Background: an optimization exercise with open tools, aiming at small area, a short achievable clock period and few clock cycles per item. Do not read the settings as production practice. The RTL was checked by simulation tests, not by an equivalence proof against the original design. Power figures rest on the tool's default switching activity, not on a simulated workload.

`design/flow/run.sh`:
```
#!/bin/bash
# synth_recipe.tcl (not shown) runs the flow's synth.tcl, then flattens the netlist and writes it again
# the make line also repeats each setting of config.mk as NAME=value (left out here)
make -C /OpenROAD-flow-scripts/flow DESIGN_CONFIG=/design/flow/config.mk WORK_HOME=/design/flow/orfs CLKGATE_MAP_FILE= SYNTH_SCRIPT=/design/flow/synth_recipe.tcl finish
```
`design/flow/config.mk`:
```
export PLATFORM = sky130hd
export DESIGN_NAME = brl_codec
export DESIGN_NICKNAME = brl_codec
export VERILOG_FILES = /design/flow/design.v
export SDC_FILE = /design/flow/constraint.sdc
export NUM_CORES = 4
export LEC_CHECK = 0
export CAP_MARGIN = 20
export CORE_MARGIN = 2
export CORE_UTILIZATION = 40
export SLEW_MARGIN = 20
```
`design/flow/constraint.sdc`:
```
create_clock -name core_clock -period 4.0 [get_ports {clk}]
set_input_delay 0.8000 -clock core_clock [delete_from_list [all_inputs] [get_ports {clk}]]
set_output_delay 0.8000 -clock core_clock [all_outputs]
set_load 0.01 [all_outputs]
```
`design/flow/design.v`:
```
module brl_codec (
    input  wire        clk,
    input  wire        rst,         
    input  wire        cmd_valid,
    output wire        cmd_ready,
    input  wire [15:0] cmd,
    output reg         resp_valid,
    output reg  [15:0] resp,
    output wire        out_valid,
    input  wire        out_ready,
    output wire [7:0]  out_data,
    output wire        done,
    output wire        err
);
    localparam [1:0] PH_IDLE  = 2'd0;
    localparam [1:0] PH_RUN   = 2'd1;
    localparam [1:0] PH_FAULT = 2'd2;
    localparam [2:0] E_NONE = 3'd0;
    localparam [2:0] E_LEN  = 3'd1;
    localparam [2:0] E_ILL  = 3'd2;
    localparam [2:0] E_SEQ  = 3'd3;
    function [7:0] rev8;
        input [7:0] b;
        integer k;
        begin
            for (k = 0; k < 8; k = k + 1)
                rev8[k] = b[7-k];
        end
    endfunction
    reg [1:0] ph;
    reg       dir;
    reg       inv;
    reg       done_r;
    reg [2:0] err_r;
    reg [2:0] wp;
    reg [5:0] ln;
    reg [8:0] ocnt;
    reg [47:0] lb;           
    reg       emitting;     
    reg [2:0] ej;           
    reg       end_pad;      
    wire [7:0] pm = inv ? 8'h00 : 8'hFF;
    wire [3:0] op  = cmd[15:12];
    wire [3:0] z   = cmd[11:8];
    wire [7:0] imm = cmd[7:0];
    wire rd_ok = (imm == 8'h00) || (imm == 8'h01) || (imm == 8'h02) || (imm == 8'h03) ||
                 (imm == 8'h10) || (imm == 8'h11) || (imm == 8'h12) || (imm == 8'h13) ||
                 (imm == 8'h14) || (imm == 8'h15);
    wire is_nop   = (z == 4'd0) && (op == 4'h0) && (imm == 8'h00);
    wire is_start = (z == 4'd0) && (op == 4'h1) && (imm[7:2] == 6'd0);
    wire is_push  = (z == 4'd0) && (op == 4'h2);
    wire is_eol   = (z == 4'd0) && (op == 4'h3) && (imm == 8'h00);
    wire is_end   = (z == 4'd0) && (op == 4'h4) && (imm == 8'h00);
    wire is_rst   = (z == 4'd0) && (op == 4'h5) && (imm == 8'h00);
    wire is_rd    = (z == 4'd0) && (op == 4'h6) && rd_ok;
    wire is_mir   = (z == 4'd0) && (op == 4'h7);
    wire is_resv  = !(is_nop || is_start || is_push || is_eol || is_end ||
                      is_rst || is_rd || is_mir);
    wire [15:0] status = {8'h00, err_r, inv, dir, done_r, ph};
    reg [15:0] rd_val;
    always @(*) begin
        case (imm)
            8'h00:   rd_val = status;
            8'h01:   rd_val = {10'd0, ln};
            8'h02:   rd_val = {13'd0, wp};
            8'h03:   rd_val = {7'd0, ocnt};
            8'h10:   rd_val = {8'd0, lb[7:0]};
            8'h11:   rd_val = {8'd0, lb[15:8]};
            8'h12:   rd_val = {8'd0, lb[23:16]};
            8'h13:   rd_val = {8'd0, lb[31:24]};
            8'h14:   rd_val = {8'd0, lb[39:32]};
            8'h15:   rd_val = {8'd0, lb[47:40]};
            default: rd_val = 16'h0000;
        endcase
    end
    reg [7:0] line_byte;
    always @(*) begin
        if (ej >= 3'd6)
            line_byte = 8'h00;                           
        else if (dir == 1'b0)
            line_byte = rev8(lb[8*(3'd5 - ej) +: 8]) ^ pm;        
        else
            line_byte = rev8(lb[8*(3'd5 - ej) +: 8] ^ pm);        
    end
    assign out_valid = emitting;
    assign out_data  = line_byte;
    assign cmd_ready = !emitting;
    assign done      = done_r;
    assign err       = (err_r != E_NONE);
    wire       cmd_fire  = cmd_valid && cmd_ready;
    wire       out_fire  = out_valid && out_ready;
    wire [2:0] line_last = dir ? 3'd5 : 3'd7;
    wire       line_end  = out_fire && (ej == line_last);
    always @(posedge clk) begin
        if (rst) begin
            ph         <= PH_IDLE;
            dir        <= 1'b0;
            inv        <= 1'b0;
            done_r     <= 1'b0;
            err_r      <= E_NONE;
            wp         <= 3'd0;
            ln         <= 6'd0;
            ocnt       <= 9'd0;
            lb <= 48'd0;
            emitting   <= 1'b0;
            ej         <= 3'd0;
            end_pad    <= 1'b0;
            resp_valid <= 1'b0;
            resp       <= 16'h0000;
        end else begin
            resp_valid <= 1'b0;
            if (emitting) begin
                if (out_fire)
                    ej <= ej + 3'd1;
                if (line_end) begin
                    lb <= 48'd0;
                    wp   <= 3'd0;
                    ln   <= ln + 6'd1;
                    ocnt <= ocnt + (dir ? 9'd6 : 9'd8);
                    ej   <= 3'd0;
                    if (end_pad && ln != 6'd31) begin
                        emitting <= 1'b1;
                    end else begin
                        emitting   <= 1'b0;
                        end_pad    <= 1'b0;
                        resp_valid <= 1'b1;
                        if (end_pad) begin
                            ph     <= PH_IDLE;
                            done_r <= 1'b1;
                            resp   <= {8'h00, err_r, inv, dir, 1'b1, PH_IDLE};
                        end else begin
                            resp   <= status;
                        end
                    end
                end
            end else if (cmd_fire) begin
                resp_valid <= 1'b1;
                resp       <= status;
                if (is_rst) begin
                    ph     <= PH_IDLE;
                    dir    <= 1'b0;
                    inv    <= 1'b0;
                    done_r <= 1'b0;
                    err_r  <= E_NONE;
                    wp     <= 3'd0;
                    ln     <= 6'd0;
                    ocnt   <= 9'd0;
                    lb <= 48'd0;
                    resp   <= 16'h0000;
                end else if (is_nop) begin
                    resp <= status;
                end else if (is_mir) begin
                    resp <= {8'h00, rev8(imm)};
                end else if (is_rd) begin
                    resp <= rd_val;
                end else if (ph == PH_FAULT) begin
                    resp <= status;                      
                end else if (is_resv) begin
                    ph     <= PH_FAULT;
                    err_r  <= E_ILL;
                    done_r <= 1'b0;
                    resp   <= {8'h00, E_ILL, inv, dir, 1'b0, PH_FAULT};
                end else if ((is_start && ph != PH_IDLE) ||
                             ((is_push || is_end) && ph != PH_RUN) ||
                             (is_eol && (ph != PH_RUN || dir != 1'b1))) begin
                    ph     <= PH_FAULT;
                    err_r  <= E_SEQ;
                    done_r <= 1'b0;
                    resp   <= {8'h00, E_SEQ, inv, dir, 1'b0, PH_FAULT};
                end else if (is_start) begin
                    ph     <= PH_RUN;
                    dir    <= imm[0];
                    inv    <= imm[1];
                    done_r <= 1'b0;
                    wp     <= 3'd0;
                    ln     <= 6'd0;
                    ocnt   <= 9'd0;
                    lb <= 48'd0;
                    resp   <= {8'h00, err_r, imm[1], imm[0], 1'b0, PH_RUN};
                end else if (is_push) begin
                    if (dir == 1'b0) begin
                        if (ln == 6'd32) begin
                            ph     <= PH_FAULT;
                            err_r  <= E_LEN;
                            done_r <= 1'b0;
                            resp   <= {8'h00, E_LEN, inv, dir, 1'b0, PH_FAULT};
                        end else begin
                            lb[8*wp +: 8] <= imm;
                            wp     <= wp + 3'd1;
                            if (wp == 3'd5) begin
                                emitting   <= 1'b1;
                                ej         <= 3'd0;
                                resp_valid <= 1'b0;
                            end
                        end
                    end else begin
                        if (ln != 6'd32 && wp != 3'd6) begin
                            lb[8*wp +: 8] <= imm;
                            wp     <= wp + 3'd1;
                        end
                    end
                end else if (is_eol) begin
                    if (ln != 6'd32) begin
                        emitting   <= 1'b1;
                        ej         <= 3'd0;
                        resp_valid <= 1'b0;
                    end
                end else if (is_end) begin
                    if (dir == 1'b0) begin
                        if (ln == 6'd32 && wp == 3'd0) begin
                            ph     <= PH_IDLE;
                            done_r <= 1'b1;
                            resp   <= {8'h00, err_r, inv, dir, 1'b1, PH_IDLE};
                        end else begin
                            ph     <= PH_FAULT;
                            err_r  <= E_LEN;
                            done_r <= 1'b0;
                            resp   <= {8'h00, E_LEN, inv, dir, 1'b0, PH_FAULT};
                        end
                    end else if (ln != 6'd32) begin
                        emitting   <= 1'b1;
                        end_pad    <= 1'b1;
                        ej         <= 3'd0;
                        resp_valid <= 1'b0;
                    end else begin
                        ph     <= PH_IDLE;
                        done_r <= 1'b1;
                        resp   <= {8'h00, err_r, inv, dir, 1'b1, PH_IDLE};
                    end
                end
            end
        end
    end
endmodule
```
==> run summary <==
==> final timing paths <==
check,startpoint,endpoint,cells past startpoint
worst max-delay path,cmd[5],lb[23]$_SDFFE_PP0P_,8
worst min-delay path,resp[8]$_SDFFE_PP0P_,resp[8]$_SDFFE_PP0P_,2
worst max register to register,ph[1]$_SDFFE_PP0P_,lb[0]$_SDFFE_PP0P_,9
worst min register to register,resp[8]$_SDFFE_PP0P_,resp[8]$_SDFFE_PP0P_,2
==> where the power goes <==
group / switching [W] / internal [W]
sequential: 0.00000748 / 0.000872
clock: 0.000380 / 0.000575
combinational: 0.000110 / 0.0000696
==> cells in the mapped netlist (5+ instances only) <==
cell type and number:
nor2b_1 15, o22ai_1 12, a211oi_1 11, buf_1 6
o2bb2ai_1 8, xnor2_1 6, a22oi_1 8, mux4_2 10
a21oi_1 32, o21ai_0 20, xor2_1 10, nor2_1 63
a21o_1 6, a31oi_1 8, a22o_1 41, and3_1 5
nor4_1 6, nand4_1 5, or2_2 5, dfxtp_1 87
a311oi_1 8, a221oi_1 8, or3_1 7, mux2i_1 26
o211ai_1 7, inv_1 31, ha_1 14, and2_1 5
nand2b_1 5, nand2_1 50, clkbuf_1 29, buf_4 7
nand3_1 23, mux2_2 6, nor3_1 25
==> placed cells by master, fill, tap and decap left out, types with 11 or more instances in the layout <==
cell,instances
a22o_1,41
inv_1,31
buf_4,55
nor3_1,25
dfxtp_1,87
o21ai_0,20
nand2_1,50
mux2i_1,26
o22ai_1,12
a211oi_1,11
nor2_1,63
clkdlybuf4s50_1,40
ha_1,14
nand3_1,23
a21oi_1,32
nor2b_1,15
==> registers in the layout, summed over array words and instances, names as in the netlist <==
name,count
lb,48
emitting,1
dir,1
resp,9
ph,2
inv,1
ocnt,8
end_pad,1
ej,3
err_r,2
wp,3
ln,6
done_r,1
resp_valid,1
==> area by class of cell <==
class / count / area (um2)
clock inverter: 6 / 97.59
fill: 1340 / 7036
tap: 180 / 225.2
multi-input combinational: 520 / 3657
inverter: 32 / 120.1
clock buffer: 10 / 239.0
sequential: 87 / 1742
timing repair buffer: 96 / 818.3
==> cell families after synthesis <==
kind of cell	after synthesis
xor gates and xnor gates	16
and+or+nand+nor	237
AOI/OAI and AO/OA	203
buffers and inverters	80
adders and majority gates	15
muxes	42
other	1
DFF	87
==> metrics by stage <==
step                      hold slack [ps]  setup slack (ps)  setup TNS (ps)  util (%)  area [um2]
after global routing                488.5             185.0               0     49.51        6899
after floorplan                     448.0             277.0               0         -        5746
after global placement              444.5            -4.052          -7.191     47.10        6563
final                               458.4             228.6               0     49.51        6899
after CTS                           460.6             304.0               0     49.51        6899
after detailed placement            450.9            -19.29          -72.86     47.10        6563
==> per-layer routing <==
layer  vias to the layer above  part of all wire, %
met5                         -                    0
met4                         0                  1.4
met3                        24                  8.5
met2                       286                   46
met1                      2860                   44
li1                       2689                    -
==> worst max-delay path, delay by kind of cell <==
family / cells / cell delay [ps]
buf+inv: 1 / 460
compound gates: 4 / 1100
simple gates: 3 / 1690
==> reports/results.txt <==
Max clock buf depth - 2
Clock Sinks - 87
reported max-cap violation count - 0
maximum VDD drop - 0.2194 mV
Die W - 123.6 um
Most used DFF post-synth - dfxtp_1
post-route ant nets - 0
Die H - 123.6 um
met1 Track Usage GR - 40.36%
Final HPWL DP - 16.20 mm
Crit Path Category - input port to flop
r2r setup slk - 920 ps
routability cong. - 1.038
post-synthesis mux area share - 9.663%
XOR/XNOR share of the synthesized area - 2.449%
top cell type's share of synthesized area - 30.43%
Root Driver - clkbuf_16
startpoint types - input port
DR iter-0 viols - 614
Worst Hold Class - flop to flop
Global Route Usage Sum - 28.42%
adder-cell share of the synthesized area - 3.411%
PwrDens - 291.9 nW/um2
largest net degree at the start of global routing - 35
Post-CTS Setup Inserts - 0
register area share after synthesis - 30.43%
Layout Nets - 781
vias in the first global route - 5581
Finished Layout Cells - 931
Vias - 5859
Max Clk Rate - 265.2 MHz
Post-synth ARST share - 0%
antenna violations before repair - 0
CP endpoint kind - flop
CP Max Fanout - 8
Period minus WS final - 3771 ps
P&R area growth vs syn - 20.55%
post_cts resized - 0
Yosys warning count - 1
RSZ-0062 raised after global routing - no
top cells by area, synth - dfxtp_1 30%, a22o_1 6.3%, mux2i_1 4.5%, nor2_1 4.1%, mux4_2 3.9%
CTS tree - done
post-synth cell types - 71
DR WL/cell - 22.44 um
status - complete, no violations
Die ar. - 15280 um2
Compound-Gate Fraction of Synth Area - 26.54%
worst skew pair latency - 350 ps
CTS clk-pin slew, worst paths - 70 ps
slowest CP cell - or4_4
Initial Util - 41.07%
Final Hold Viols - 0
Clock Skew - 7.004 ps
placed insts - 915
global-route wire length before repair - 32.53 mm
CP required - 4280 ps
syn_area_per_cell - 8.404 um2
First-pass DRT Iterations - 5
hold_buf cts - 0
Post-Syn Area - 5723 um2
post-synthesis register bit count - 87
num rows - 43
port bufs - 41
Gate Count Post-Synth - 681
routed wire length - 20.90 mm
share of cells above drive strength 1 - 14.11%
GRT overflow - 0
largest family of logic cells by synthesized area - compound AO/OA/AOI/OAI gates
vias per inst - 6.293
worst-path cell chain - clkdlybuf4s50_1, or3_1, a211o_1, a311oi_1, a31oi_1, or4b_1, or4_4, o2bb2ai_1
H-tree depth - 3
core area - 13930 um2
period utilization - 94.29%
Post-synth EDFFs - 0
Synth Area in Simple Gates - 21.38%
Power, Total - 0.002014 W
setup violators final - 0
dominant cell type by area after synthesis - dfxtp_1
Lkg Pwr - 2.545 nW
antenna fix cells - 0
CP peak stage delay - 600 ps
I/O pins - 49
GR Util met2 - 44.54%
Worst slew margin - 46.20%
Worst Tran Pin Value - 796.9 ps
busiest grt layer - met2
fin. max-slew vios - 0
worst endpoint data arrival time - 4050 ps
routing usage on met3 - 5.678%
TritonCTS buffer count - 9
number of remaining DRC errors - 0
Testbench counts, summed over its fixed seeds: cycles 14,920, frames 32.

## re-timing with driven ports
In the flow no input, the clock included, has a driving cell. The finished layout below was timed again as built, in two steps.
Step 1 (the two cells are an assumption about what drives the block):
set clk [get_ports {clk}]
set_driving_cell -lib_cell sky130_fd_sc_hd__clkbuf_16 $clk
set_driving_cell -lib_cell sky130_fd_sc_hd__buf_2 [delete_from_list [all_inputs] $clk]
Step 2 times the ports against the registers' clock, not the clock port: input delays grow and output delays shrink by t, the midpoint of the rising clock arrivals with the driver on.
Slacks: ideal ports / drivers / drivers and shift; pairs: ideal ports / drivers.
t (ns): 0.389
slack for setup (ns): 0.229 / 0.250 / -0.139
hold WS [ns]: 0.458 / 0.458 / 0.458
worst setup path after step 2: input to register
latest minus earliest clock arrival (ns): 0.007 / 0.008
With both steps, setup timing fails in this run, where it was met with ideal ports. The setup slack of this run moves by +0.021 ns with the drivers and by -0.368 ns with both steps.
